From an optimization exercise on the open Yosys and OpenROAD flow, aimed at a short achievable clock period; shortcuts taken in it are not production practice. At most, simulation tests tie the RTL to the original design; equivalence was not proved. For run 5, only the layout was checked, not whether the RTL still works. Power and IR drop assume default switching activity.

`design/flow/config.mk`:
```
export PLATFORM = sky130hd
export DESIGN_NAME = trace_codec
export DESIGN_NICKNAME = trace_codec
export VERILOG_FILES = /design/flow/design.v
export SDC_FILE = /design/flow/constraint.sdc
export NUM_CORES = 4
export LEC_CHECK = 0
export CAP_MARGIN = 20
export CORE_MARGIN = 2
export CORE_UTILIZATION = 40
export SLEW_MARGIN = 20
```
`design/flow/constraint.sdc`:
```
create_clock -name core_clock -period 30.0 [get_ports {clk}]
set_input_delay 6.0000 -clock core_clock [delete_from_list [all_inputs] [get_ports {clk}]]
set_output_delay 6.0000 -clock core_clock [all_outputs]
set_load 0.01 [all_outputs]
```
`design/flow/design.v`:
```
module trace_pack (
    input  wire        clk,
    input  wire        rst,
    input  wire        instruction_valid,
    input  wire        branch_taken,
    input  wire        trap,
    input  wire        is_return,
    input  wire        is_indirect_jump,
    input  wire        retire_valid,
    input  wire        writeback_valid,
    input  wire        breakpoint_valid,
    output wire        flush,           
    output wire [2:0]  pending,
    output wire        nsq,             
    output reg  [1:0]  rr,              
    output wire        wb               
);
    reg [2:0] pending_seq;
    assign nsq = instruction_valid &
                 (trap | is_return | is_indirect_jump | branch_taken);
    assign wb  = retire_valid & writeback_valid;
    wire interesting = nsq | breakpoint_valid | wb;
    wire plain       = instruction_valid & ~interesting;
    always @* begin
        if (trap)                  rr = 2'd0;
        else if (is_return)        rr = 2'd1;
        else if (is_indirect_jump) rr = 2'd2;
        else                       rr = 2'd3;
    end
    assign flush   = (pending_seq != 3'd0) &
                     ((pending_seq == 3'd7) ? (instruction_valid | breakpoint_valid | wb)
                                            : interesting);
    assign pending = pending_seq;
    always @(posedge clk) begin
        if (rst)
            pending_seq <= 3'd0;
        else if (interesting)
            pending_seq <= 3'd0;
        else if (plain)
            pending_seq <= (pending_seq == 3'd7) ? 3'd1 : pending_seq + 3'd1;
    end
endmodule
module trace_encode (
    input  wire        flush,
    input  wire [2:0]  pending,
    input  wire        nsq,
    input  wire [1:0]  rr,
    input  wire        wb,
    input  wire        bkpt_valid,
    input  wire [3:0]  bkpt,
    input  wire [31:0] branch_target,
    input  wire [4:0]  writeback_register,
    input  wire [31:0] writeback_value,
    output reg  [4:0]  count,
    output reg  [63:0] nybble_data
);
    wire [36:0] wbv = {writeback_value, writeback_register};
    wire        pnz = (pending != 3'd0);
    wire [3:0] bp;
    wire [4:0] bw;
    assign bp[0] = |branch_target[7:0];
    assign bp[1] = |branch_target[15:8];
    assign bp[2] = |branch_target[23:16];
    assign bp[3] = |branch_target[31:24];
    assign bw[0] = |wbv[7:0];
    assign bw[1] = |wbv[15:8];
    assign bw[2] = |wbv[23:16];
    assign bw[3] = |wbv[31:24];
    assign bw[4] = |wbv[36:32];
    wire [4:0] kp;
    assign kp[4] = bp[3];
    assign kp[3] = ~bp[3] & bp[2];
    assign kp[2] = ~bp[3] & ~bp[2] & bp[1];
    assign kp[1] = ~bp[3] & ~bp[2] & ~bp[1] & bp[0];
    assign kp[0] = ~bp[3] & ~bp[2] & ~bp[1] & ~bp[0];
    wire [5:0] kw;
    assign kw[5] = bw[4];
    assign kw[4] = ~bw[4] & bw[3];
    assign kw[3] = ~bw[4] & ~bw[3] & bw[2];
    assign kw[2] = ~bw[4] & ~bw[3] & ~bw[2] & bw[1];
    assign kw[1] = ~bw[4] & ~bw[3] & ~bw[2] & ~bw[1] & bw[0];
    assign kw[0] = ~bw[4] & ~bw[3] & ~bw[2] & ~bw[1] & ~bw[0];
    wire [2:0] k_pc = {bp[3],
                       ~bp[3] & (bp[2] | bp[1]),
                       (~bp[3] & bp[2]) | (~bp[3] & ~bp[2] & ~bp[1] & bp[0])};
    wire [2:0] k_wb = {bw[4] | bw[3],
                       ~bw[4] & ~bw[3] & (bw[2] | bw[1]),
                       bw[4] | (~bw[4] & ~bw[3] & bw[2]) |
                       (~bw[4] & ~bw[3] & ~bw[2] & ~bw[1] & bw[0])};
    wire [6:0] mh_pc = {1'b0, kp, 1'b0};
    wire [6:0] mh_wb = {kw, 1'b0};
    wire [47:0] blk_pc = {8'd0, branch_target, 1'b0, k_pc, 4'hC};
    wire [47:0] blk_wb = {3'd0, wbv, 1'b1, k_wb, 4'hC};
    wire [3:0] sh = {pnz & bkpt_valid, ~pnz & bkpt_valid, pnz & ~bkpt_valid, ~pnz & ~bkpt_valid};
    wire       use_pc = nsq;
    wire       use_wb = ~nsq & wb;
    wire [3:0] seq_n  = {1'b0, pending};
    wire [3:0] nseq_n = {2'b10, rr};
    wire [7:0] bk_n   = {bkpt, 4'hD};
    wire [2:0] eh = {pnz & bkpt_valid, pnz ^ bkpt_valid, ~pnz & ~bkpt_valid};
    reg  [63:0] body, at_pc, at_wb;
    reg  [15:0] head;
    reg  [4:0]  c_pc, c_wb, c_no;
    integer o, e, m;
    always @* begin
        at_pc = 64'd0;
        at_wb = 64'd0;
        for (o = 0; o < 4; o = o + 1) begin
            at_pc = at_pc | ({64{sh[o]}} & ({16'd0, blk_pc} << (4 * (o + 1))));
            at_wb = at_wb | ({64{sh[o]}} & ({16'd0, blk_wb} << (4 * o)));
        end
        body = ({64{use_pc}} & at_pc) | ({64{use_wb}} & at_wb);
        case ({flush, nsq, bkpt_valid})
            3'b000: head = 16'd0;
            3'b001: head = {8'd0, bk_n};
            3'b010: head = {12'd0, nseq_n};
            3'b011: head = {4'd0, bk_n, nseq_n};
            3'b100: head = {12'd0, seq_n};
            3'b101: head = {4'd0, bk_n, seq_n};
            3'b110: head = {8'd0, nseq_n, seq_n};
            default: head = {bk_n, nseq_n, seq_n};
        endcase
        nybble_data = body | {48'd0, head};
        c_pc[0] = ~pnz;                          
        c_pc[4:1] = 4'd0;
        c_wb[0] = pnz;                           
        c_wb[4:1] = 4'd0;
        for (m = 1; m < 7; m = m + 1) begin
            for (e = 0; e < 3; e = e + 1)
                if (mh_pc[m] & eh[e]) c_pc[4:1] = c_pc[4:1] | (m + e);
            if (mh_wb[m] & ~bkpt_valid) c_wb[4:1] = c_wb[4:1] | m;
            if (mh_wb[m] &  bkpt_valid) c_wb[4:1] = c_wb[4:1] | (m + 1);
        end
        c_no = {3'd0, bkpt_valid, flush};        
        count = nsq ? c_pc : (wb ? c_wb : c_no);
    end
endmodule
module trace_decode (
    input  wire [63:0] window,
    input  wire [4:0]  avail,             
    output reg         ok,
    output reg  [1:0]  fault,             
    output reg  [4:0]  consumed,
    output reg         seq_valid,
    output reg  [2:0]  seq,
    output reg         branch_taken,
    output reg         trap,
    output reg         is_return,
    output reg         is_indirect_jump,
    output reg         pc_valid,
    output reg  [31:0] program_counter,
    output reg         writeback_valid,
    output reg  [4:0]  writeback_register,
    output reg  [31:0] writeback_value,
    output reg         breakpoint_valid,
    output reg  [3:0]  breakpoint_reason
);
    wire [3:0] s [0:15];
    genvar g;
    generate
        for (g = 0; g < 16; g = g + 1) begin : g_nyb
            assign s[g] = window[4*g +: 4];
        end
    endgenerate
    function ge_c;
        input [4:0] a;
        input [4:0] m;
        integer i;
        reg r;
        begin
            r = 1'b1;
            for (i = 0; i < 5; i = i + 1)
                r = m[i] ? (a[i] & r) : (a[i] | r);
            ge_c = r;
        end
    endfunction
    wire [17:0] ge;
    generate
        for (g = 0; g < 17; g = g + 1) begin : g_ge
            assign ge[g] = ge_c(avail, g);
        end
    endgenerate
    assign ge[17] = 1'b0;
    wire [63:0] wm;
    generate
        for (g = 0; g < 16; g = g + 1) begin : g_wm
            assign wm[4*g +: 4] = s[g] & {4{ge[g+1]}};
        end
    endgenerate
    wire s0_zero = (s[0] == 4'h0);
    wire s0_res  = (s[0][3:1] == 3'b111);
    wire a       = ~s[0][3] & (s[0][2:0] != 3'd0);      
    wire n0      = (s[0][3:2] == 2'b10);                 
    wire n1      = (s[1][3:2] == 2'b10) & ge[2];         
    wire [4:0] cc;                                       
    generate
        for (g = 0; g < 5; g = g + 1) begin : g_c
            assign cc[g] = (s[g] == 4'hC) & ge[g+1];
        end
    endgenerate
    wire n1u  = (s[1][3:2] == 2'b10);
    wire q1_0 = ~a & ~n0;
    wire q1_1 = (~a & n0) | (a & ~n1u);
    wire q1_2 = a & n1u;
    wire [2:0] du;
    assign du[0] = (s[0] == 4'hD);
    assign du[1] = (s[1] == 4'hD);
    assign du[2] = (s[2] == 4'hD);
    wire [4:0] q2;
    assign q2[0] = q1_0 & ~du[0];
    assign q2[1] = q1_1 & ~du[1];
    assign q2[2] = (q1_2 & ~du[2]) | (q1_0 & du[0]);
    assign q2[3] = q1_1 & du[1];
    assign q2[4] = q1_2 & du[2];
    wire [4:0] c_u;
    generate
        for (g = 0; g < 5; g = g + 1) begin : g_cu
            assign c_u[g] = (s[g] == 4'hC);
        end
    endgenerate
    wire [4:0] dp;
    assign dp[0] = c_u[0];
    assign dp[1] = (a | n0) & c_u[1];
    assign dp[2] = ((a & n1u) | du[0]) & c_u[2];
    assign dp[3] = (a | n0) & du[1] & c_u[3];
    assign dp[4] = a & n1u & du[2] & c_u[4];
    wire bk_trunc = (q1_0 & du[0] & ~ge[2]) |
                    (q1_1 & du[1] & ge[2] & ~ge[3]) |
                    (q1_2 & du[2] & ge[3] & ~ge[4]);
    reg  [4:0] v_ok;
    reg  [1:0] v_fault [0:4];
    reg  [4:0] v_cons  [0:4];
    reg  [4:0] d_pc;         
    reg  [4:0] d_wb;         
    reg  [4:0] t_pc;         
    reg  [4:0] t_wb;         
    reg  [2:0] k_p [0:4];
    reg  [5:0] kb_p [0:4];   
    reg        fits;
    reg  [4:0] len;
    integer p, b;
    always @* begin
        for (p = 0; p < 5; p = p + 1) begin
            k_p[p] = s[p+1][2:0];
            case (k_p[p])
                3'd0: begin fits = ge[p+2];  len = p + 2;  end
                3'd1: begin fits = ge[p+4];  len = p + 4;  end
                3'd2: begin fits = ge[p+6];  len = p + 6;  end
                3'd3: begin fits = ge[p+8];  len = p + 8;  end
                3'd4: begin fits = ge[p+10]; len = p + 10; end
                3'd5: begin fits = ge[p+12]; len = p + 12; end
                default: begin fits = 1'b0;  len = 5'd0;   end
            endcase
            if (~ge[p+1]) begin
                v_ok[p] = 1'b1; v_fault[p] = 2'd0; v_cons[p] = avail;
            end else if (s[p] != 4'hC) begin
                v_ok[p] = 1'b1; v_fault[p] = 2'd0; v_cons[p] = p;
            end else if (~ge[p+2]) begin
                v_ok[p] = 1'b0; v_fault[p] = 2'd2; v_cons[p] = 5'd0;
            end else if (k_p[p][2] & k_p[p][1]) begin     
                v_ok[p] = 1'b0; v_fault[p] = 2'd3; v_cons[p] = 5'd0;
            end else if (~fits) begin
                v_ok[p] = 1'b0; v_fault[p] = 2'd2; v_cons[p] = 5'd0;
            end else begin
                v_ok[p] = 1'b1; v_fault[p] = 2'd0;
                v_cons[p] = len;
            end
            for (b = 0; b < 6; b = b + 1)
                kb_p[p][b] = ge_c({2'd0, k_p[p]}, b + 1);
            t_pc[p] = dp[p] & ~s[p+1][3];
            t_wb[p] = dp[p] &  s[p+1][3];
            d_pc[p] = t_pc[p] & ge[p+1];
            d_wb[p] = t_wb[p] & ge[p+1];
        end
    end
    reg [4:0] sel_cons;
    reg [1:0] sel_fault;
    reg       sel_ok;
    always @* begin
        sel_ok    = 1'b0;
        sel_fault = 2'd0;
        sel_cons  = 5'd0;
        for (p = 0; p < 5; p = p + 1) begin
            sel_ok    = sel_ok    | (q2[p] & v_ok[p]);
            sel_fault = sel_fault | ({2{q2[p]}} & v_fault[p]);
            sel_cons  = sel_cons  | ({5{q2[p]}} & v_cons[p]);
        end
        if (~ge[1]) begin
            ok = 1'b0; fault = 2'd0; consumed = 5'd0;
        end else if (s0_zero) begin
            ok = 1'b1; fault = 2'd0; consumed = 5'd1;
        end else if (s0_res) begin
            ok = 1'b0; fault = 2'd1; consumed = 5'd0;
        end else if (bk_trunc) begin
            ok = 1'b0; fault = 2'd2; consumed = 5'd0;
        end else begin
            ok = sel_ok; fault = sel_fault; consumed = sel_cons;
        end
        seq_valid        = a;
        seq              = a ? s[0][2:0] : 3'd0;
        trap             = 1'b0;
        is_return        = 1'b0;
        is_indirect_jump = 1'b0;
        branch_taken     = 1'b0;
        if (~a & n0) begin
            trap             = (s[0][1:0] == 2'd0);
            is_return        = (s[0][1:0] == 2'd1);
            is_indirect_jump = (s[0][1:0] == 2'd2);
            branch_taken     = (s[0][1:0] == 2'd3);
        end
        if (a & n1) begin
            trap             = (s[1][1:0] == 2'd0);
            is_return        = (s[1][1:0] == 2'd1);
            is_indirect_jump = (s[1][1:0] == 2'd2);
            branch_taken     = (s[1][1:0] == 2'd3);
        end
        breakpoint_valid  = (q1_0 & du[0]) | (q1_1 & du[1] & ge[2]) | (q1_2 & du[2] & ge[3]);
        breakpoint_reason = ({4{q1_0 & du[0]}} & s[1]) |
                            ({4{q1_1 & du[1] & ge[2]}} & s[2]) |
                            ({4{q1_2 & du[2] & ge[3]}} & s[3]);
        pc_valid           = |d_pc;
        writeback_valid    = |d_wb;
        program_counter    = 32'd0;
        writeback_register = 5'd0;
        writeback_value    = 32'd0;
        for (p = 0; p < 5; p = p + 1) begin
            for (b = 0; b < 32; b = b + 1) begin
                program_counter[b] = program_counter[b] |
                    (t_pc[p] & kb_p[p][b/8] & wm[4*(p+2) + b]);
            end
            for (b = 0; b < 5; b = b + 1) begin
                writeback_register[b] = writeback_register[b] |
                    (t_wb[p] & kb_p[p][b/8] & wm[4*(p+2) + b]);
            end
            for (b = 0; b < 32; b = b + 1) begin
                if (4*(p+2) + b + 5 < 64)
                    writeback_value[b] = writeback_value[b] |
                        (t_wb[p] & kb_p[p][(b+5)/8] & wm[4*(p+2) + b + 5]);
            end
        end
    end
endmodule
module trace_codec (
    input  wire        clk,
    input  wire        rst,
    input  wire        instruction_valid,
    input  wire        branch_taken,
    input  wire [31:0] branch_target,
    input  wire        trap,
    input  wire        is_return,
    input  wire        is_indirect_jump,
    input  wire        retire_valid,
    input  wire        writeback_valid,
    input  wire [4:0]  writeback_register,
    input  wire [31:0] writeback_value,
    input  wire        breakpoint_valid,
    input  wire [3:0]  breakpoint_reason,
    output reg  [4:0]  enc_count,
    output reg  [63:0] enc_data,
    input  wire [63:0] dec_window,
    input  wire [4:0]  dec_avail,
    output reg         dec_ok,
    output reg  [1:0]  dec_fault,
    output reg  [4:0]  dec_consumed,
    output reg         dec_seq_valid,
    output reg  [2:0]  dec_seq,
    output reg         dec_branch_taken,
    output reg         dec_trap,
    output reg         dec_is_return,
    output reg         dec_is_indirect_jump,
    output reg         dec_pc_valid,
    output reg  [31:0] dec_program_counter,
    output reg         dec_writeback_valid,
    output reg  [4:0]  dec_writeback_register,
    output reg  [31:0] dec_writeback_value,
    output reg         dec_breakpoint_valid,
    output reg  [3:0]  dec_breakpoint_reason
);
    wire        p_flush, p_nsq, p_wb;
    wire [2:0]  p_pending;
    wire [1:0]  p_rr;
    trace_pack u_pack (
        .clk                (clk),
        .rst                (rst),
        .instruction_valid  (instruction_valid),
        .branch_taken       (branch_taken),
        .trap               (trap),
        .is_return          (is_return),
        .is_indirect_jump   (is_indirect_jump),
        .retire_valid       (retire_valid),
        .writeback_valid    (writeback_valid),
        .breakpoint_valid   (breakpoint_valid),
        .flush              (p_flush),
        .pending            (p_pending),
        .nsq                (p_nsq),
        .rr                 (p_rr),
        .wb                 (p_wb)
    );
    wire [4:0]  e_count;
    wire [63:0] e_data;
    trace_encode u_encode (
        .flush              (p_flush),
        .pending            (p_pending),
        .nsq                (p_nsq),
        .rr                 (p_rr),
        .wb                 (p_wb),
        .bkpt_valid         (breakpoint_valid),
        .bkpt               (breakpoint_reason),
        .branch_target      (branch_target),
        .writeback_register (writeback_register),
        .writeback_value    (writeback_value),
        .count              (e_count),
        .nybble_data        (e_data)
    );
    wire        d_ok, d_seq_valid, d_branch_taken, d_trap, d_is_return, d_is_indirect_jump;
    wire        d_pc_valid, d_writeback_valid, d_breakpoint_valid;
    wire [1:0]  d_fault;
    wire [4:0]  d_consumed, d_writeback_register;
    wire [2:0]  d_seq;
    wire [31:0] d_program_counter, d_writeback_value;
    wire [3:0]  d_breakpoint_reason;
    trace_decode u_decode (
        .window             (dec_window),
        .avail              (dec_avail),
        .ok                 (d_ok),
        .fault              (d_fault),
        .consumed           (d_consumed),
        .seq_valid          (d_seq_valid),
        .seq                (d_seq),
        .branch_taken       (d_branch_taken),
        .trap               (d_trap),
        .is_return          (d_is_return),
        .is_indirect_jump   (d_is_indirect_jump),
        .pc_valid           (d_pc_valid),
        .program_counter    (d_program_counter),
        .writeback_valid    (d_writeback_valid),
        .writeback_register (d_writeback_register),
        .writeback_value    (d_writeback_value),
        .breakpoint_valid   (d_breakpoint_valid),
        .breakpoint_reason  (d_breakpoint_reason)
    );
    always @(posedge clk) begin
        if (rst) begin
            enc_count              <= 5'd0;
            enc_data               <= 64'd0;
            dec_ok                 <= 1'b0;
            dec_fault              <= 2'd0;
            dec_consumed           <= 5'd0;
            dec_seq_valid          <= 1'b0;
            dec_seq                <= 3'd0;
            dec_branch_taken       <= 1'b0;
            dec_trap               <= 1'b0;
            dec_is_return          <= 1'b0;
            dec_is_indirect_jump   <= 1'b0;
            dec_pc_valid           <= 1'b0;
            dec_program_counter    <= 32'd0;
            dec_writeback_valid    <= 1'b0;
            dec_writeback_register <= 5'd0;
            dec_writeback_value    <= 32'd0;
            dec_breakpoint_valid   <= 1'b0;
            dec_breakpoint_reason  <= 4'd0;
        end else begin
            enc_count              <= e_count;
            enc_data               <= e_data;
            dec_ok                 <= d_ok;
            dec_fault              <= d_fault;
            dec_consumed           <= d_consumed;
            dec_seq_valid          <= d_seq_valid;
            dec_seq                <= d_seq;
            dec_branch_taken       <= d_branch_taken;
            dec_trap               <= d_trap;
            dec_is_return          <= d_is_return;
            dec_is_indirect_jump   <= d_is_indirect_jump;
            dec_pc_valid           <= d_pc_valid;
            dec_program_counter    <= d_program_counter;
            dec_writeback_valid    <= d_writeback_valid;
            dec_writeback_register <= d_writeback_register;
            dec_writeback_value    <= d_writeback_value;
            dec_breakpoint_valid   <= d_breakpoint_valid;
            dec_breakpoint_reason  <= d_breakpoint_reason;
        end
    end
endmodule
```
`design/flow/flow/run.sh`:
```
#!/bin/bash
# Standard ORFS layout of the design, at the design's clock and constraints,
# with these changes to how it is made:
# - synthesis is the standard synthesis, but ABC maps the logic with the
#   script flow/abc_map.script (choice computation, then delay-driven
#   standard-cell mapping) in place of ORFS's speed script;
# - no full/half-adder extraction (it freezes XOR/majority logic into
#   adder cells that ABC cannot restructure);
# - ABC sizes for strong input drivers, as the layout buffers every input;
# - timing repair is asked to keep a large setup margin: at the design's
#   period the paths already meet timing, so without a margin repair_timing
#   leaves the critical path as synthesis mapped it;
# - the core is sized for 50% utilization (shorter wires);
# - every port still gets its buffer, but a plain buffer rather than the
#   delay cell the resizer picks by default, and resizing may change a
#   cell's footprint, so those buffers can be sized up.
set -euo pipefail
cd "$(dirname "$0")/.."
export FLOW_WORK="$PWD"
export ABC_MAP_SCRIPT="$PWD/flow/abc_map.script"
bash standard.sh SYNTH_SCRIPT="$PWD/flow/synth_abc.tcl" \
    SETUP_SLACK_MARGIN=24 ADDER_MAP_FILE= ABC_DRIVER_CELL=sky130_fd_sc_hd__buf_8 \
    MATCH_CELL_FOOTPRINT=0 "BUFFER_PORTS_ARGS=-buffer_cell sky130_fd_sc_hd__buf_4" \
    CORE_UTILIZATION=50 finish > flow_make.log 2>&1
```
`design/flow/flow/abc_map.script`:
```
strash
dch -f
map -D 30 -f
buffer -c
topo
stime -c
upsize -c
dnsize -c
```
`design/flow/flow/synth_abc.tcl`:
```
# The standard synthesis (synth_recipe.tcl, sourced unchanged below), with
# one change: the combinational mapping call to ABC runs the script named in
# ABC_MAP_SCRIPT instead of ORFS's speed script. Flip-flops are mapped before
# ABC runs and ABC is not asked to touch them (no -dff), so the registers,
# their names and cell types are those of the standard synthesis.
proc abc {args} {
  set i [lsearch -exact $args -script]
  if {$i >= 0 && [info exists ::env(ABC_MAP_SCRIPT)]} {
    lset args [expr {$i + 1}] $::env(ABC_MAP_SCRIPT)
  }
  yosys abc {*}$args
}
source $::env(FLOW_WORK)/synth_recipe.tcl
```
`design/flow/standard.sh`:
```
#!/bin/bash
# synth_recipe.tcl (not shown) runs the flow's synth.tcl, then flattens the netlist and writes it again
# the make line also repeats each setting of config.mk as NAME=value (left out here)
make -C /OpenROAD-flow-scripts/flow DESIGN_CONFIG=/design/flow/config.mk WORK_HOME=/design/flow/orfs CLKGATE_MAP_FILE= SYNTH_SCRIPT=/design/flow/synth_recipe.tcl "${@:-finish}"
```
==> impl_results.md, run 1 <==
* Die Y at roughly 150 um
* GRT worst endpoint: enc_count[1]$_SDFF_PP0_/D
* Hold buffer count at CTS at 0
* Gr ovfl total at ~1.5k
* Initial Utilization at 0.506
* Async set-reset flop share out of synthesis at 0
* Boundary Pins at 313
* Mapped Avg Cell Area at 6.36 um2
* Netlist cell types at 54
* Dpl hpwl at about 35 mm
* Number of CTS-inserted buffers at 17
* Max H-tree Level at 4
* Warning count from the yosys run at 8
* Site Rows at 54
* Error: [ERROR GRT-0232] Routing congestion too high. Check the congestion heatmap in the GUI.
* Root buffer cell: clkbuf_16
* Placed Cells at about 2.2k
* Flops & latches, synth at 156
* WEP type: register data pin
* Clk sink count at around 160
* Pin count of the biggest net entering global routing at 55
* Synth Instances at 1,732
* Post-Syn Area at ~11,000 um2
* Xor and xnor area share after synthesis at 0
* Multiplexer share of the synthesized area at 0
* Post-synth EDFFs at 0
* Die span in x at approximately 150 um
* Main synth FF type: dfxtp_1
* Post-Synth Simple-Gate Area at 0.330
* Bufs on Longest Clock Path at 2
* Fail Step: 5_1_grt
* GRT Overall Usage at 0.974
* Placer Congestion at between 1 and 1.5
* Compound-Gate Fraction of Synth Area at 0.276
* Largest family of logic cells by synthesized area: simple AND/OR/NAND/NOR gates
* Post-Synth Adder-Cell Area at 0
* Register area share after synthesis at 0.284
* Port Buffers at around 300
* Status: aborted with a tool error
==> synth_stat cells, drive strengths merged (6+ instances only) <==
cell type | number | area, um2
o21a | 6 | 45.0
nand4 | 33 | 206
a21oi | 141 | 706
nand2 | 345 | 1340
o21ai | 139 | 696
or2 | 6 | 40.0
clkbuf | 38 | 143
o22ai | 58 | 363
a22oi | 19 | 143
nor2 | 231 | 1020
a41oi | 76 | 793
buf | 46 | 295
inv | 199 | 749
nand3 | 162 | 828
a31oi | 20 | 125
nor3 | 18 | 95.1
dfxtp | 156 | 3120
==> per-layer routing <==
layer,GRT usage,GRT overflow
met5,0.282,2
met4,1.11,392
met1,0.887,15
met3,0.789,12
met2,1.22,1109
==> worst min path at each step <==
stage,from,endpoint,slack (ns),depth (start not counted)
CTS,u_pack.pending_seq[2],u_pack.pending_seq[2],0.54,2
detailed placement,u_pack.pending_seq[2],u_pack.pending_seq[2],0.51,2
global placement,u_pack.pending_seq[2],u_pack.pending_seq[2],0.50,2
floorplan,u_pack.pending_seq[2],u_pack.pending_seq[2],0.48,2
==> power by group through the flow <==
stage | Combinational, mW | Clock [mW] | Sequential [mW]
global placement | 0.114 | 0 | 0.220
floorplan | 0.0628 | 0 | 0.223
detailed placement | 0.115 | 0 | 0.220
CTS | 0.152 | 0.222 | 0.217
==> stage by stage <==
step | hold slack (ns) | worst slack, ns | area [um2] | power, mW
3_5_place_dp | 0.512 | 21.68 | 14200 | 0.335
4_1_cts | 0.539 | 22.90 | 18800 | 0.591
2_1_floorplan | 0.482 | 22.79 | 12200 | 0.286
3_3_place_gp | 0.502 | 21.62 | 14200 | 0.335
==> logic make-up after synthesis <==
kind of cell,Yosys count
compound gates,478
other cells,1
flops,156
buf+inv,287
simple gates,810
==> repair_timing <==
item	CTS
setup buffers	134
resized for setup	646
setup endpoints to repair	309
pin swaps	205
gates cloned	25
==> inputs of run 2 (changes only) <==
--- a/design/flow/flow/run.sh
+++ b/design/flow/flow/run.sh
@@ -10,7 +10,6 @@
 # - timing repair is asked to keep a large setup margin: at the design's
 #   period the paths already meet timing, so without a margin repair_timing
 #   leaves the critical path as synthesis mapped it;
-# - the core is sized for 50% utilization (shorter wires);
 # - every port still gets its buffer, but a plain buffer rather than the
 #   delay cell the resizer picks by default, and resizing may change a
 #   cell's footprint, so those buffers can be sized up.
@@ -21,4 +20,4 @@
 bash standard.sh SYNTH_SCRIPT="$PWD/flow/synth_abc.tcl" \
     SETUP_SLACK_MARGIN=24 ADDER_MAP_FILE= ABC_DRIVER_CELL=sky130_fd_sc_hd__buf_8 \
     MATCH_CELL_FOOTPRINT=0 "BUFFER_PORTS_ARGS=-buffer_cell sky130_fd_sc_hd__buf_4" \
-    CORE_UTILIZATION=50 finish > flow_make.log 2>&1
+    finish > flow_make.log 2>&1
==> run 2 against run 1 <==
  * The run now finishes clean
  * Synthesized cell count unchanged
  * Area after synthesis unchanged
==> impl_results.md, run 2 <==
* Status: timing/DRC/antenna clean
* Critical Path Source Type: input port
* Max_cap viols at 0
* Bufs on Longest Clock Path at 2 (unchanged)
* Crit path buffers/inverters at 5
* Max H-tree Level at 4 (unchanged)
* Post-Syn Area at 11,000 um2 (unchanged)
* Slew @ Worst Pin at between 0.6 and 0.7 ns
* Min cycle time layout at 7.26 ns
* Main synth FF type: dfxtp_1
* Mapped Avg Cell Area at 6.36 um2 (unchanged)
* Clock transition at path regs at roughly 0.080 ns
* GRT Overall Usage at 0.417
* Root buffer cell: clkbuf_16
* Leakage at between 8 and 9 nW
* Fin. Hold Viols at 0
* Crit. End Element: register
* Placer Congestion at 0.955 (-4.7%)
* Setup slack after layout at ~23 ns
* Warning count from the yosys run at 8 (unchanged)
* Worst-skew pair later-pin latency at 0.44 ns
* Critical path's top delay family: buffers and inverters
* Antenna Nets Post-Route at 0
* Biggest register: enc_data
* Critical path fanouts, max at 4
* Netlist cell types at 54 (unchanged)
* Post-layout net count at 2,370
* Period utilisation layout at 0.242
* Gr ovfl total at 0
* Core ar. at 27,000 um2
* Routed len/inst at 26.3 um
* Synth-to-layout area growth at 91.8%
* Register-to-Register Path Depth at 10
* Layout cell share with drive strength beyond 1 at 0.603
* Max Freq at about 140 MHz
* DRT Pass-1 Iters at 9
* Port Buffers at 301 (unchanged)
* Vias/cell at 6.57
* Multi-input gate area at slightly below 10,000 um2
* Antenna cells at 0
* # setup viols final at 0
* Layer with the highest usage: met2
* Most numerous cell in the Yosys netlist: nand2_1
* DRT Wirelength at between 60 and 70 mm
* Filler cells at around 1.8k
* Post-synth EDFFs at 0 (unchanged)
* Largest cells by area after synthesis: dfxtp_1, nand2_1, nand3_1
* Global-route wire length before repair at approximately 92 mm
* Initial antenna violation count at 0
* Skew final at 0.00693 ns
* Synth Instances at 1,732 (unchanged)
* HP Class: register to register
* Initial Utilization at 0.408 (-0.0987)
* Number of CTS-inserted buffers at 17 (unchanged)
* Drc violations at 0
* Pin count of the biggest net entering global routing at 69
* Via count at roughly 17k
* Async set-reset flop share out of synthesis at 0 (unchanged)
* Pre-CTS WS at 21.59 ns (-0.0849 ns)
* Largest area contributor in the synthesized netlist: dfxtp_1
* Final TNS setup at 0 ns
* Commonest cells in the synthesized netlist: nand2_1, nor2_1, inv_1
* Site Rows at 60 (+11%)
* GR Util met3 at 0.0886
* Crit-path cells: buf_4 > inv_1 > nand3_1 > nor2_1 > inv_1 > nand3b_1 > inv_2 > buf_4 > o21ai_2 > a41oi_2
* Worst EP arrival at 7.58 ns
* GR Layer Usage met1 at 0.479
* Dpl hpwl at 38.0 mm (+7.0%)
* CTS tree: built
* CP peak stage delay at roughly 0.26 ns
* Boundary Pins at 313 (unchanged)
* Share of the synthesized area in the top cell type at 0.284 (unchanged)
* Flip-flop count of the largest register after layout at 57
* Commonest non-fill, non-tap cell in the layout: buf_4
* Worst VDD drop at roughly 0.000034 V
* Stages on the worst setup path at 10
* Met2 Use GR at 0.691
* Slowest cell on crit path: nand3b_1
* Initial drt markers at roughly 2.6k
* Register cell area after layout at 3320 um2
* Vias in the first global route at between 15k and 20k
* Register area share after synthesis at 0.284 (unchanged)
* Biggest regs: enc_data x57, dec_program_counter x32, dec_writeback_value x32
* Die Area at approximately 29,000 um2
* Critical path class: input port to register
* Flops & latches, synth at 156 (unchanged)
* WHS Path Cells at 2
* Die Y at 170 um (+11%)
* Final Max Tran Viols at 0
* Req. time, crit path at just over 30 ns
* Pwr/cell area at just over 30 nW/um2
* Max transition margin at 0.535
* RSZ-0062 raised after global routing: yes
* Die span in x at 170 um (+11%)
* Clk sink count at 156 (unchanged)
* Most frequent cells in the layout: buf_4, nand2_1, buf_6, dfxtp_2, inv_1
* Minimum hold slack at 0.544 ns
## run 2: cell counts after synthesis
No cell type changed its count.
## run 2: cell type report
class | count | area share
sequential | 156 | 0.157
tap | 341 | 0.0202
multi-input combinational | 1304 | 0.466
timing repair buffer | 526 | 0.272
clock inverter | 13 | 0.00812
inverter | 203 | 0.0473
clock buffer | 19 | 0.0214
timing repair inverter | 10 | 0.00729
## run 2: report_power, final
| part | switching (mW) | internal [mW] | leakage, nW |
|---|---|---|---|
| Combinational | 0.117 | 0.0745 | 6.60 |
| Sequential | 0.00315 | 0.213 | 1.34 |
| Clock | 0.114 | 0.132 | 0.308 |
## run 2: final timing paths
kind / from / end / slack (ns)
max: writeback_value[2] / enc_data[4] / 22.74
min: u_pack.pending_seq[2] / u_pack.pending_seq[2] / 0.54
max reg2reg: u_pack.pending_seq[1] / enc_data[21] / 27.68
min reg2reg: u_pack.pending_seq[2] / u_pack.pending_seq[2] / 0.54
## run 2: logic make-up (layout without fill, tap and decap cells)
group	Yosys count	after routing	share of synthesized area
other cells	1	8	0.000340
flops	156	156	0.284
buf+inv	287	771	0.110
compound gates	478	478	0.276
simple gates	810	818	0.330
## run 2: worst min-delay path, delay by kind of cell (launching register included)
| kind | cells | cell delay [ns] |
|---|---|---|
| AO/OA/AOI/OAI | 2 | 0.16 |
| flip-flops | 1 | 0.34 |
## run 2: per-stage QoR
step                      instances  utilization  power, mW  cell area [um2]
after floorplan                1739            -      0.286            12200
after global placement         2302        0.530      0.338            14300
after detailed placement       2302        0.530      0.338            14300
after CTS                      2516        0.720      0.619            19500
after global routing           2572        0.781      0.664            21100
final                          2572        0.781      0.654            21100
## run 2: routing by layer
metal / vias up / wire, um
met1: 7805 / 22700
met4: 0 / 6650
met3: 540 / 7910
met5: - / 0
li1: 6989 / -
met2: 1565 / 30300
## run 2: repair_timing
| item | CTS | global route |
|---|---|---|
| resized for setup | 666 | 278 |
| buffers inserted | 152 | 46 |
| hold buffers | 0 | 0 |
| endpoints found under the setup margin | 309 | 309 |
| cloned | 30 | 10 |
| pin swaps | 191 | 179 |
==> inputs of run 3 (changes only) <==
--- a/design/flow/flow/run.sh
+++ b/design/flow/flow/run.sh
@@ -10,6 +10,8 @@
 # - timing repair is asked to keep a large setup margin: at the design's
 #   period the paths already meet timing, so without a margin repair_timing
 #   leaves the critical path as synthesis mapped it;
+# - after the global-route repair, one more sizing-only repair pass
+#   (flow/post_grt.tcl);
 # - every port still gets its buffer, but a plain buffer rather than the
 #   delay cell the resizer picks by default, and resizing may change a
 #   cell's footprint, so those buffers can be sized up.
@@ -20,4 +22,4 @@
 bash standard.sh SYNTH_SCRIPT="$PWD/flow/synth_abc.tcl" \
     SETUP_SLACK_MARGIN=24 ADDER_MAP_FILE= ABC_DRIVER_CELL=sky130_fd_sc_hd__buf_8 \
     MATCH_CELL_FOOTPRINT=0 "BUFFER_PORTS_ARGS=-buffer_cell sky130_fd_sc_hd__buf_4" \
-    finish > flow_make.log 2>&1
+    POST_GLOBAL_ROUTE_TCL="$PWD/flow/post_grt.tcl" finish > flow_make.log 2>&1
==> design/flow/flow/post_grt.tcl (new file) <==
# After ORFS's global-route timing repair: one more repair pass that only
# resizes gates and swaps pins (ORFS's pass can stop early on a failed
# buffering move), then re-legalize and re-route the changed nets, as ORFS
# does after its own repair, and rewrite the route guides.
log_cmd global_route -start_incremental
log_cmd repair_timing -setup_margin 24 -sequence "sizeup,swap" -repair_tns 100 -skip_last_gasp -verbose
log_cmd detailed_placement
log_cmd global_route -end_incremental
log_cmd estimate_parasitics -global_routing
report_worst_slack
write_guides $::env(RESULTS_DIR)/route.guide
==> run 3 against run 2 <==
  * Die area did not move
  * Clock power barely moved
  * Non-clock buffer count did not move
  * Worst hold slack barely moved
  * Still clean on timing, DRC and antenna
  * Critical endpoint is now enc_count[1]
==> impl_results.md, run 3 <==
* Biggest regs: enc_data x57, dec_program_counter x32, dec_writeback_value x32
* DRT Wirelength at 69.9 mm (+3.5%)
* Finished Cell Area at 21,700 um2 (+2.8%)
* Die Area at 28,900 um2 (unchanged)
* Slowest cell on crit path: nor4_4
* Worst EP arrival at 7.55 ns (-0.03 ns)
* Async set-reset flop share out of synthesis at 0 (unchanged)
* Period utilisation layout at 0.240 (-0.00222)
* Crit-path cells: buf_8 > nor4_4 > nand2_2 > buf_6 > nor2_4 > nand3_2 > o21ai_1 > o21ai_1 > a31oi_4
* Pin count of the biggest net entering global routing at 69 (unchanged)
* HP Start: u_pack.pending_seq[2]
* Warning count from the yosys run at 8 (unchanged)
* Pwr/cell area at 30.4 nW/um2 (-1.6%)
* Share of the synthesized area in the top cell type at 0.284 (unchanged)
* Port Buffers at 301 (unchanged)
* WHS Path Cells at 2 (unchanged)
* Gr ovfl total at 0 (unchanged)
* Post-synth EDFFs at 0 (unchanged)
* Commonest non-fill, non-tap cell in the layout: buf_4
* CTS tree: built
* Largest cells by area after synthesis: dfxtp_1, nand2_1, nand3_1
* Netlist cell types at 54 (unchanged)
* Worst-skew pair later-pin latency at 0.44 ns (about the same)
* Mapped Avg Cell Area at 6.36 um2 (unchanged)
* Post-Syn Area at 11,000 um2 (unchanged)
* Status: timing/DRC/antenna clean
* Critical path fanouts, max at 3 (-1)
* Most frequent cells in the layout: buf_4, buf_6, nand2_1, dfxtp_2, inv_1
* Vias/cell at 6.72 (+2.3%)
* Final Max Tran Viols at 0 (unchanged)
* Bufs on Longest Clock Path at 2 (unchanged)
* Antenna Nets Post-Route at 0 (unchanged)
* Max Freq at 139 MHz (+0.93%)
* Critical Path Source Type: input port
* Crit. End Element: register
* Flip-flop count of the largest register after layout at 57 (unchanged)
* CP dominant cell by count: o21ai_1
* Leakage at 8.29 nW (+0.57%)
* Main synth FF type: dfxtp_1
* GRT Overall Usage at 0.417 (unchanged)
* Filler cells at 1,691 (-7.3%)
* Routed len/inst at 27.1 um (+3.4%)
* Slew @ Worst Pin at 0.635 ns (-0.0616 ns)
* DRT Pass-1 Iters at 14 (+5)
* Biggest register: enc_data
* Final TNS setup at 0 ns (unchanged)
* Req. time, crit path at 30.36 ns (+0.04 ns)
* Clk sink count at 156 (unchanged)
* Post-layout net count at 2,370 (unchanged)
* Boundary Pins at 313 (unchanged)
* Post-route insts no fill at 2,574 (+0.078%)
* Global-route wire length before repair at 92.2 mm (unchanged)
* Die span in x at 170 um (unchanged)
* Design Power at 0.661 mW (+1.2%)
* Number of CTS-inserted buffers at 17 (unchanged)
* R2r endpoint: enc_data[12]
* CP peak stage delay at 0.30 ns (+0.04 ns)
* Register area share after synthesis at 0.284 (unchanged)
* WHS Endpoint: u_pack.pending_seq[2]
* Max_cap viols at 0 (unchanged)
* Initial Utilization at 0.408 (unchanged)
* Most numerous cell in the Yosys netlist: nand2_1
* Placer Congestion at 0.955 (unchanged)
* Layout cell share with drive strength beyond 1 at 0.639 (+0.0359)
* Skew final at 0.00909 ns (+0.00216 ns)
* Worst VDD drop at 0.0000339 V (-0.95%)
* Worst reg2reg startpoint: u_pack.pending_seq[1]
* Launch point of the worst path: writeback_value[29]
* Via count at 17.3k (+2.4%)
* Max H-tree Level at 4 (unchanged)
* Vias in the first global route at 15.7k (unchanged)
* Critical path's top delay family: simple AND/OR/NAND/NOR gates
* Flops & latches, synth at 156 (unchanged)
* Dpl hpwl at 38.0 mm (unchanged)
* Synth Instances at 1,732 (unchanged)
* Largest area contributor in the synthesized netlist: dfxtp_1
* Core ar. at 27,000 um2 (unchanged)
* Site Rows at 60 (unchanged)
* Initial antenna violation count at 0 (unchanged)
* Drc violations at 0 (unchanged)
* Min cycle time layout at 7.19 ns (-0.0666 ns)
* Placed Area at 14,300 um2 (unchanged)
* Critical path class: input port to register
* HP Class: register to register
* # Post-CTS Setup Buffers at 152 (unchanged)
* Die Y at 170 um (unchanged)
* Clock transition at path regs at 0.08 ns (about the same)
* # setup viols final at 0 (unchanged)
* Hold buffer count at CTS at 0 (unchanged)
* R2R Setup Slk at 27.74 ns (+0.06 ns)
* Commonest cells in the synthesized netlist: nand2_1, nor2_1, inv_1
* Root buffer cell: clkbuf_16
* Max transition margin at 0.576 (+0.0416)
* Register-to-Register Path Depth at 10 (unchanged)
* Placed Cells at 2,302 (unchanged)
* Post-CTS Resized at 666 (unchanged)
* Synth-to-layout area growth at 97.2%
* Crit path buffers/inverters at 2 (-3)
* Fin. Hold Viols at 0 (unchanged)
* Initial drt markers at 3,078 (+20%)
-- run 3: cell types whose count changed in the layout (fill, tap and decap cells not counted), moves of 12 or more --
cell and change:
nand3_1 -19, nand3_4 +12, nand2_1 -26, nand2_2 +18
inv_1 -12, buf_4 -14
-- run 3: worst max path at each step --
stage / slack, ns / depth (start not counted) / end
3_5_place_dp: 21.59 / 8 / dec_writeback_valid
2_1_floorplan: 22.79 / 10 / dec_writeback_value[18]
4_1_cts: 22.84 / 10 / dec_program_counter[8]
3_3_place_gp: 21.59 / 8 / dec_writeback_valid
6_report: 22.81 / 9 / enc_count[1]
-- run 3: power by group --
part | switching (mW) | leakage [nW] | internal [mW]
logic | 0.123 | 6.65 | 0.0768
registers | 0.00323 | 1.34 | 0.213
clock network | 0.113 | 0.308 | 0.132
total | 0.239 | 8.29 | 0.422
-- run 3: routing by layer --
metal,routed length [um],up-vias,GRT usage
met1,23000,7950,0.479
li1,-,7003,-
met5,0,-,0
met3,8440,636,0.0886
met2,31000,1711,0.691
met4,7470,0,0.296
-- run 3: cell type report --
| class | instances | area (um2) | share of cell area |
|---|---|---|---|
| inverter | 203 | 1060 | 0.0487 |
| tap | 341 | 427 | 0.0196 |
| multi-input combinational | 1304 | 10300 | 0.474 |
| timing repair buffer | 526 | 5830 | 0.268 |
| antenna | 2 | 5.00 | 0.000230 |
| clock buffer | 19 | 453 | 0.0209 |
| timing repair inverter | 10 | 154 | 0.00709 |
| sequential | 156 | 3320 | 0.153 |
| clock inverter | 13 | 171 | 0.00789 |
-- run 3: kinds of logic (layout without fill, tap and decap cells) --
family                 Yosys count  in the layout  synth area share
AO/OA/AOI/OAI                  478            478             0.276
AND/OR/NAND/NOR                810            818             0.330
flip-flops                     156            156             0.284
other                            1             10          0.000340
buffers and inverters          287            771             0.110
-- run 3: worst min-delay path: cells and delay by family, from the launching register on --
| family | cells | cell delay [ns] |
|---|---|---|
| flops | 1 | 0.35 |
| compound gates | 2 | 0.16 |
-- run 3: per-stage QoR --
step	worst slack [ns]	utilization	hold slack [ns]
4_1_cts	22.84	0.720	0.529
2_1_floorplan	22.79	-	0.482
6_report	22.81	0.804	0.544
3_3_place_gp	21.59	0.530	0.508
3_5_place_dp	21.59	0.530	0.504
==> inputs of run 4 (changes only) <==
--- a/design/flow/design.v
+++ b/design/flow/design.v
@@ -100,7 +100,6 @@
     wire [2:0] eh = {pnz & bkpt_valid, pnz ^ bkpt_valid, ~pnz & ~bkpt_valid};
     reg  [63:0] body, at_pc, at_wb;
     reg  [15:0] head;
-    reg  [4:0]  c_pc, c_wb, c_no;
     integer o, e, m;
     always @* begin
         at_pc = 64'd0;
@@ -121,18 +120,14 @@
             default: head = {bk_n, nseq_n, seq_n};
         endcase
         nybble_data = body | {48'd0, head};
-        c_pc[0] = ~pnz;                          
-        c_pc[4:1] = 4'd0;
-        c_wb[0] = pnz;                           
-        c_wb[4:1] = 4'd0;
+        count = 5'd0;
         for (m = 1; m < 7; m = m + 1) begin
             for (e = 0; e < 3; e = e + 1)
-                if (mh_pc[m] & eh[e]) c_pc[4:1] = c_pc[4:1] | (m + e);
-            if (mh_wb[m] & ~bkpt_valid) c_wb[4:1] = c_wb[4:1] | m;
-            if (mh_wb[m] &  bkpt_valid) c_wb[4:1] = c_wb[4:1] | (m + 1);
+                if (use_pc & mh_pc[m] & eh[e]) count = count | {m + e, ~pnz};
+            if (use_wb & mh_wb[m] & ~bkpt_valid) count = count | {m[3:0], pnz};
+            if (use_wb & mh_wb[m] &  bkpt_valid) count = count | {m[3:0] + 4'd1, pnz};
         end
-        c_no = {3'd0, bkpt_valid, flush};        
-        count = nsq ? c_pc : (wb ? c_wb : c_no);
+        count = count | ({5{~nsq & ~wb}} & {3'd0, bkpt_valid, flush});
     end
 endmodule
 module trace_decode (
==> run 4 against run 3 <==
  * Worst setup slack worse by 0.0096 ns
  * Global-route usage is 1.5 points lower
  * Sequential power hardly changed
  * Sequential share of layout area is 0.17 points higher
  * Clock skew is 0.0083 ns higher
  * Area after synthesis is 0.26% lower
  * Via count is 3.6% lower
  * Clock-buffer cell count is 2 lower
  * First-iteration DRC count is 26% lower
  * Routed wire length is 6.0% lower
  * Critical path type unchanged
  * Largest cell class unchanged
==> impl_results.md, run 4 <==
* R2R Setup Slk at 27.82 ns (+0.08 ns)
* Synth Instances at 1,724 (-0.46%)
* Comb power frac at 0.314 (+0.012)
* Slowest cell on crit path: nor2_4
* Root buffer cell: clkbuf_16
* Max_cap viols at 0 (unchanged)
* Crit. End Element: register
* Multi-input gate area at 10,100 um2 (-2.3%)
* Multiplexer share of the synthesized area at 0 (unchanged)
* Netlist cell types at 59 (+9.3%)
* Largest area contributor in the synthesized netlist: dfxtp_1
* Commonest cells in the synthesized netlist: nand2_1, nor2_1, inv_1
* Largest cells by area after synthesis: dfxtp_1, nand2_1, nor2_1
* Biggest regs: enc_data x57, dec_program_counter x32, dec_writeback_value x32
* Warning count from the yosys run at 8 (unchanged)
* Number of CTS-inserted buffers at 17 (unchanged)
* Max Freq at 139 MHz (-0.13%)
* Hold buffer count at CTS at 0 (unchanged)
* Critical path class: input port to register
* Slew @ Worst Pin at 0.647 ns (+0.0117 ns)
* Period utilisation layout at 0.240 (+0.000320)
* Min cycle time layout at 7.20 ns (+0.00960 ns)
* Site Rows at 60 (unchanged)
* Most numerous cell in the Yosys netlist: nand2_1
* Flip-flop count of the largest register after layout at 57 (unchanged)
* Layout cell share with drive strength beyond 1 at 0.617 (-0.0224)
* Bufs on Longest Clock Path at 2 (unchanged)
* Post-CTS Resized at 629 (-5.6%)
* Most frequent cells in the layout: buf_4, buf_6, nand2_1, dfxtp_2, inv_1
* Xor and xnor area share after synthesis at 0.000797 (+0.000797)
* Placer Congestion at 0.941 (-1.5%)
* Crit-path cells: buf_12 > clkinvlp_4 > nor2_4 > clkinv_4 > buf_16 > o22ai_1 > o21ai_0 > a21oi_2
* Dpl hpwl at 37.2 mm (-2.0%)
* Share of the synthesized area in the top cell type at 0.284 (+0.000743)
* Mapped Avg Cell Area at 6.37 um2 (+0.20%)
* Filler cells at 1,752 (+3.6%)
* Async set-reset flop share out of synthesis at 0 (unchanged)
* Placed Area at 14,600 um2 (+1.7%)
* Antenna cells at 0 (-2)
* Crit path to: enc_data[21]
* Pint at 0.417 mW (-1.2%)
* Vias/cell at 6.50 (-3.4%)
* Initial drt markers at 2,270 (-26%)
* DRT Pass-1 Iters at 6 (-8)
* Vias in the first global route at 15.9k (+1.2%)
* HP Class: register to register
* Fin. Hold Viols at 0 (unchanged)
* Post-layout net count at 2,365 (-0.21%)
* Max transition margin at 0.567 (-0.00943)
* R2r endpoint: enc_data[21]
* Sequential share of power at 0.329 (about the same)
* Critical path fanouts, max at 6 (+3)
* Leakage at 8.25 nW (-0.50%)
* Die span in x at 170 um (-0.13%)
* DRT Wirelength at 65.6 mm (-6.0%)
* Register cell area after layout at 3310 um2 (-0.26%)
* Initial antenna violation count at 0 (unchanged)
* Boundary Pins at 313 (unchanged)
* WL met3 at 7.25 mm (-14%)
* Met1 WL at 21.8 mm (-5.2%)
* Post-synth EDFFs at 0 (unchanged)
* Largest family of logic cells by synthesized area: simple AND/OR/NAND/NOR gates
* Biggest register: enc_data
* Main synth FF type: dfxtp_1
* Pin count of the biggest net entering global routing at 51 (-26%)
* Status: timing/DRC/antenna clean
* Flops & latches, synth at 156 (unchanged)
* Antenna Nets Post-Route at 0 (unchanged)
* # setup viols final at 0 (unchanged)
* Via count at 16.7k (-3.6%)
* Worst VDD drop at 0.0000280 V (-17%)
* Commonest non-fill, non-tap cell in the layout: buf_4
* Launch point of the worst path: breakpoint_valid
* Synth-to-layout area growth at 95.0%
* Gr ovfl total at 0 (unchanged)
* Die Area at 28,800 um2 (-0.26%)
* Compound-Gate Fraction of Synth Area at 0.297 (+0.0210)
* Psw at 0.244 mW (+2.0%)
* Worst-skew pair later-pin latency at 0.45 ns (about the same)
* Clock transition at path regs at 0.08 ns (about the same)
* Max H-tree Level at 4 (unchanged)
* HP Start: u_pack.pending_seq[0]
* Minimum hold slack at 0.633 ns (+0.0882 ns)
* Die Y at 170 um (-0.13%)
* Design Power at 0.661 mW (about the same)
* Drc violations at 0 (unchanged)
* Finished Cell Area at 21,400 um2 (-1.4%)
* Register area share after synthesis at 0.284 (+0.000743)
* Port Buffers at 301 (unchanged)
* Skew final at 0.0174 ns (+0.00835 ns)
* Global-route wire length before repair at 90.0 mm (-2.4%)
* Post-Synth Simple-Gate Area at 0.307 (-0.0233)
* Post-Syn Area at 11,000 um2 (-0.26%)
* Final Max Tran Viols at 0 (unchanged)
* CP peak stage delay at 0.34 ns (+0.04 ns)
* Worst EP arrival at 7.56 ns (about the same)
* Initial Utilization at 0.408 (about the same)
* Post-Synth Adder-Cell Area at 0 (unchanged)
* Routed len/inst at 25.6 um (-5.8%)
* Core ar. at 27,000 um2 (-0.28%)
* Met2 Routed Length at 29.7 mm (-4.0%)
* Final TNS setup at 0 ns (unchanged)
* Req. time, crit path at 30.36 ns (about the same)
* Register-to-Register Path Depth at 10 (unchanged)
* CTS tree: built
* # Post-CTS Setup Buffers at 139 (-8.6%)
* Clk sink count at 156 (unchanged)
* Highest metal used: met5
* Critical Path Source Type: input port
* Pwr/cell area at 30.9 nW/um2 (+1.4%)
* GRT Overall Usage at 0.402 (-0.0153)
* Worst reg2reg startpoint: u_pack.pending_seq[0]
* Sw frac at 0.369 (+0.00732)
* Clock power frac at 0.356 (-0.014)
-- run 4: cell types whose count changed in the layout (fill, tap and decap cells not counted), sizes merged, moves of 5 or more --
cell	delta
nand3	-25
o22ai	+10
nand4	-11
clkinv	+14
a22oi	+34
and2	-6
nand2	-66
a41oi	-30
nor2	+30
nor3	+19
buf	+5
a31oi	+28
clkinvlp	-5
-- run 4: cell families after synthesis --
family                 Yosys count
AND/OR/NAND/NOR                750
AO/OA/AOI/OAI                  527
buffers and inverters          289
flip-flops                     156
XOR/XNOR                         1
other                            1
-- run 4: how the worst min path moves through the flow --
stage / cells after the start / endpoint / slack (ns)
2_1_floorplan: 1 / u_pack.pending_seq[0] / 0.50
3_3_place_gp: 1 / u_pack.pending_seq[0] / 0.52
3_5_place_dp: 1 / u_pack.pending_seq[0] / 0.54
4_1_cts: 2 / enc_data[0] / 0.55
6_report: 2 / enc_data[0] / 0.63
-- run 4: layer usage --
metal | vias to the layer above | GRT usage
met5 | - | 0
met4 | 2 | 0.278
met3 | 557 | 0.0847
met2 | 1456 | 0.679
met1 | 7663 | 0.453
li1 | 6995 | -
-- run 4: worst max-delay path: cells and delay by family --
family / cells / cell delay [ns]
AO/OA/AOI/OAI: 3 / 0.51
AND/OR/NAND/NOR: 1 / 0.34
buffers and inverters: 4 / 0.69
-- run 4: final cells by class --
class / instances / area share
clock buffers: 17 / 0.0199
clock inverters: 15 / 0.00899
inverters: 205 / 0.0521
multi-input cells: 1291 / 0.470
flip-flops and latches: 156 / 0.155
well taps: 341 / 0.0199
repair buffers: 530 / 0.267
repair inverters: 12 / 0.00718
-- run 4: power by group through the flow --
stage	Sequential [mW]	Combinational (mW)	Clock [mW]
floorplan	0.224	0.0704	0
global placement	0.221	0.126	0
detailed placement	0.221	0.126	0
CTS	0.217	0.173	0.234
finish	0.218	0.208	0.236
-- run 4: metrics by stage --
| step | worst slack (ns) | instances | utilization |
|---|---|---|---|
| global placement | 21.57 | 2297 | 0.540 |
| CTS | 22.87 | 2499 | 0.717 |
| finish | 22.80 | 2567 | 0.795 |
| detailed placement | 21.56 | 2297 | 0.540 |
| floorplan | 22.78 | 1731 | - |
==> inputs of run 5 (changes only) <==
--- a/design/flow/design.v
+++ b/design/flow/design.v
@@ -98,17 +98,14 @@
     wire [3:0] nseq_n = {2'b10, rr};
     wire [7:0] bk_n   = {bkpt, 4'hD};
     wire [2:0] eh = {pnz & bkpt_valid, pnz ^ bkpt_valid, ~pnz & ~bkpt_valid};
-    reg  [63:0] body, at_pc, at_wb;
+    reg  [63:0] body;
     reg  [15:0] head;
     integer o, e, m;
     always @* begin
-        at_pc = 64'd0;
-        at_wb = 64'd0;
-        for (o = 0; o < 4; o = o + 1) begin
-            at_pc = at_pc | ({64{sh[o]}} & ({16'd0, blk_pc} << (4 * (o + 1))));
-            at_wb = at_wb | ({64{sh[o]}} & ({16'd0, blk_wb} << (4 * o)));
-        end
-        body = ({64{use_pc}} & at_pc) | ({64{use_wb}} & at_wb);
+        body = 64'd0;
+        for (o = 0; o < 4; o = o + 1)
+            body = body | ({64{use_pc & sh[o]}} & ({16'd0, blk_pc} << (4 * (o + 1))))
+                        | ({64{use_wb & sh[o]}} & ({16'd0, blk_wb} << (4 * o)));
         case ({flush, nsq, bkpt_valid})
             3'b000: head = 16'd0;
             3'b001: head = {8'd0, bk_n};
==> run 5 against run 4 <==
  * Routed wire length up 7.5%
  * Cell count shrank 1.9%
  * Combinational power shrank 6%
  * Worst hold slack worse by 0.13 ns
  * Sequential power barely moved
  * Die area increased by 0.47%
  * Utilization grew 1.1 points
  * Clock power down 3%
  * Sequential share of layout area decreased by 0.25 points
  * Critical path type unchanged
  * Critical endpoint is now enc_data[12]
  * Largest power group unchanged
==> impl_results.md, run 5 <==
* Max transition margin at 0.537 (-0.0302)
* Crit. End Element: register
* Sw frac at 0.355 (-0.0145)
* CP peak stage delay at 0.37 ns (+0.03 ns)
* Largest area contributor in the synthesized netlist: dfxtp_1
* Sequential share of power at 0.340 (+0.011)
* Bufs on Longest Clock Path at 2 (unchanged)
* Worst reg2reg startpoint: u_pack.pending_seq[0]
* Min cycle time layout at 7.43 ns (+0.229 ns)
* Pwr/cell area at 29.5 nW/um2 (-4.3%)
* Post-Syn Area at 11,000 um2 (+0.48%)
* Setup slack after layout at 22.57 ns (-0.229 ns)
* R2r endpoint: enc_data[39]
* Max H-tree Level at 4 (unchanged)
* WHS Path Cells at 2 (unchanged)
* Placed Cells at 2,214 (-3.6%)
* Critical path's top delay family: simple AND/OR/NAND/NOR gates
* Mapped Avg Cell Area at 6.75 um2 (+5.9%)
* Skew final at 0.0122 ns (-0.00528 ns)
* Max Freq at 135 MHz (-3.1%)
* Post-layout net count at 2,315 (-2.1%)
* Slowest cell on crit path: nor3_4
* Most frequent cells in the layout: buf_6, buf_4, nand2_1, dfxtp_2, nor2_1
* Biggest regs: enc_data x57, dec_program_counter x32, dec_writeback_value x32
* Design Power at 0.643 mW (-2.8%)
* Clk sink count at 156 (unchanged)
* Final TNS setup at 0 ns (unchanged)
* Routed len/inst at 28.0 um (+9.5%)
* Synth-to-layout area growth at 97.2%
* Biggest register: enc_data
* Clock transition at path regs at 0.07 ns (about the same)
* Critical Path Source Type: input port
* Site Rows at 60 (unchanged)
* Comb power frac at 0.304 (-0.010)
* Launch point of the worst path: writeback_value[27]
* Critical path fanouts, max at 7 (+1)
* Share of the synthesized area in the top cell type at 0.283 (-0.00135)
* Crit-path cells: buf_8 > or2_4 > nor2_4 > nand2_4 > nor3_4 > or2_4 > nand2_4 > a41oi_4
* Post-synth EDFFs at 0 (unchanged)
* Gr ovfl total at 0 (unchanged)
* Crit path buffers/inverters at 1 (-3)
* Initial antenna violation count at 1 (+1)
* Boundary Pins at 313 (unchanged)
* # Post-CTS Setup Buffers at 156 (+12%)
* HP Start: u_pack.pending_seq[2]
* Root buffer cell: clkbuf_16
* Via count at 17.2k (+3.1%)
* # setup viols final at 0 (unchanged)
* R2R Setup Slk at 27.80 ns (-0.02 ns)
* Dpl hpwl at 37.9 mm (+2.0%)
* Filler cells at 1,653 (-5.7%)
* Slew @ Worst Pin at 0.695 ns (+0.0477 ns)
* Global-route wire length before repair at 90.7 mm (+0.77%)
* DRT Pass-1 Iters at 14 (+8)
* HP Class: register to register
* Multi-input gate area at 10,400 um2 (+3.6%)
* DRT Wirelength at 70.5 mm (+7.5%)
* Leakage at 8.41 nW (+1.9%)
* Port Buffers at 301 (unchanged)
* Vias/cell at 6.83 (+5.2%)
* Async set-reset flop share out of synthesis at 0 (unchanged)
* Worst VDD drop at 0.0000275 V (-2.0%)
* Die Area at 28,900 um2 (+0.47%)
* Worst EP arrival at 7.77 ns (+0.21 ns)
* Commonest non-fill, non-tap cell in the layout: buf_6
* Period utilisation layout at 0.248 (+0.00762)
* Placed Area at 14,200 um2 (-2.4%)
* Flops & latches, synth at 156 (unchanged)
* Most numerous cell in the Yosys netlist: nand2_1
* Minimum hold slack at 0.504 ns (-0.129 ns)
* Main synth FF type: dfxtp_1
* Register cell area after layout at 3310 um2 (unchanged)
* Max_cap viols at 0 (unchanged)
* Number of CTS-inserted buffers at 17 (unchanged)
* Drc violations at 0 (unchanged)
* Clock power frac at 0.355 (about the same)
* Util after Layout at 0.805 (+0.0106)
* Final Max Tran Viols at 0 (unchanged)
* Req. time, crit path at 30.34 ns (-0.02 ns)
* Psw at 0.228 mW (-6.6%)
* Warning count from the yosys run at 8 (unchanged)
* Initial Utilization at 0.408 (+0.000812)
* Flip-flop count of the largest register after layout at 57 (unchanged)
* Placer Congestion at 0.968 (+2.9%)
* Core ar. at 27,000 um2 (+0.28%)
* Antenna Nets Post-Route at 0 (unchanged)
* Pint at 0.414 mW (-0.57%)
* WHS Endpoint: enc_data[2]
* Status: timing/DRC/antenna clean
* Pin count of the biggest net entering global routing at 60 (+18%)
* Register area share after synthesis at 0.283 (-0.00135)
* Synth Instances at 1,636 (-5.1%)
* Commonest cells in the synthesized netlist: nand2_1, nor2_1, inv_1
* Hold buffer count at CTS at 0 (unchanged)
* Layout cell share with drive strength beyond 1 at 0.666 (+0.0491)
* Initial drt markers at 2,894 (+27%)
* GRT Overall Usage at 0.408 (+0.00672)
* Critical path class: input port to register
* Pre-CTS WS at 21.63 ns (+0.0784 ns)
* Worst-skew pair later-pin latency at 0.45 ns (about the same)
* CTS tree: built
* Netlist cell types at 61 (+3.4%)
* Post-CTS Resized at 638 (+1.4%)
* Finished Cell Area at 21,800 um2 (+1.6%)
* Die Y at 170 um (+0.24%)
* Register-to-Register Path Depth at 8 (-2)
* Largest cells by area after synthesis: dfxtp_1, nand2_1, nor2_1
* Die span in x at 170 um (+0.24%)
* Post-route insts no fill at 2,518 (-1.9%)
* Vias in the first global route at 15.7k (-1.5%)
* Fin. Hold Viols at 0 (unchanged)
[run 5: changes by cell type after synthesis, sizes merged, moves of 23 or more]
cell    change
a221oi     +23
a41oi      +40
clkbuf     -24
inv        -24
nand2      +42
o21ai     -119
[run 5: routing by layer]
layer	vias to the layer above	wire, um	track usage	part of all wire
li1	6837	-	-	-
met1	7910	23200	0.464	0.33
met2	1751	31200	0.676	0.44
met3	700	8620	0.0942	0.12
met4	0	7430	0.290	0.11
met5	-	0	0	0
[run 5: worst register-to-register path: cells and delay by family (launching register included)]
family	cells	cell delay, ns
simple gates	4	0.84
compound gates	2	0.48
buf+inv	2	0.40
flops	1	0.36
[run 5: area by class of cell]
type / instances / share of cell area
multi-input combinational: 1245 / 0.479
timing repair buffer: 560 / 0.278
sequential: 156 / 0.152
inverter: 179 / 0.0424
clock buffer: 20 / 0.0214
tap: 341 / 0.0196
clock inverter: 12 / 0.00586
timing repair inverter: 4 / 0.00149
antenna: 1 / 0.000115
[run 5: power by group through the flow]
stage          clock network [mW]  registers (mW)  logic, mW
3_3_place_gp                    0           0.221      0.117
4_1_cts                     0.227           0.218      0.156
2_1_floorplan                   0           0.225     0.0599
6_report                    0.228           0.219      0.196
3_5_place_dp                    0           0.222      0.117
[run 5: how the worst max path moves through the flow]
stage,to,cells after the start,slack [ns]
after detailed placement,enc_data[39],10,21.63
after CTS,dec_ok,10,22.89
after floorplan,dec_ok,9,22.84
final,enc_data[12],8,22.57
after global placement,enc_data[21],10,21.60
[run 5: kinds of logic after synthesis]
group,Yosys count,synth area share
buffers and inverters,254,0.102
AOI/OAI and AO/OA,422,0.274
and+or+nand+nor,802,0.340
other,1,0.000340
DFF,156,0.283
xor gates and xnor gates,1,0.000794

## static timing again, ports no longer ideal
In the flow no input, the clock included, has a driving cell. The finished layouts below were timed again as built, in two steps.
Step 1, drivers: a clkbuf_16 drives clk and a buf_2 each remaining input, both assumed.
Step 2 times the ports against the registers' clock, not the clock port: input delays grow and output delays shrink by t, the midpoint of the rising clock arrivals with the driver on.
Slacks: no drivers / after step 1 / after step 2; pairs: no drivers / after step 1.
run | shift t [ns] | slack for setup (ns) | hold slack, ns
run 2 | 0.492 | 22.743 / 22.768 / 22.276 | 0.544 / 0.544 / 0.544
run 3 | 0.491 | 22.809 / 22.813 / 22.322 | 0.544 / 0.544 / 0.544
run 4 | 0.490 | 22.800 / 22.778 / 22.287 | 0.633 / 0.633 / 0.633
run 5 | 0.492 | 22.571 / 22.579 / 22.087 | 0.504 / 0.504 / 0.504
After both steps every run listed still meets setup and hold. The setup slack of run 4, which loses most, moves by -0.022 ns with the drivers and by -0.513 ns with both steps.
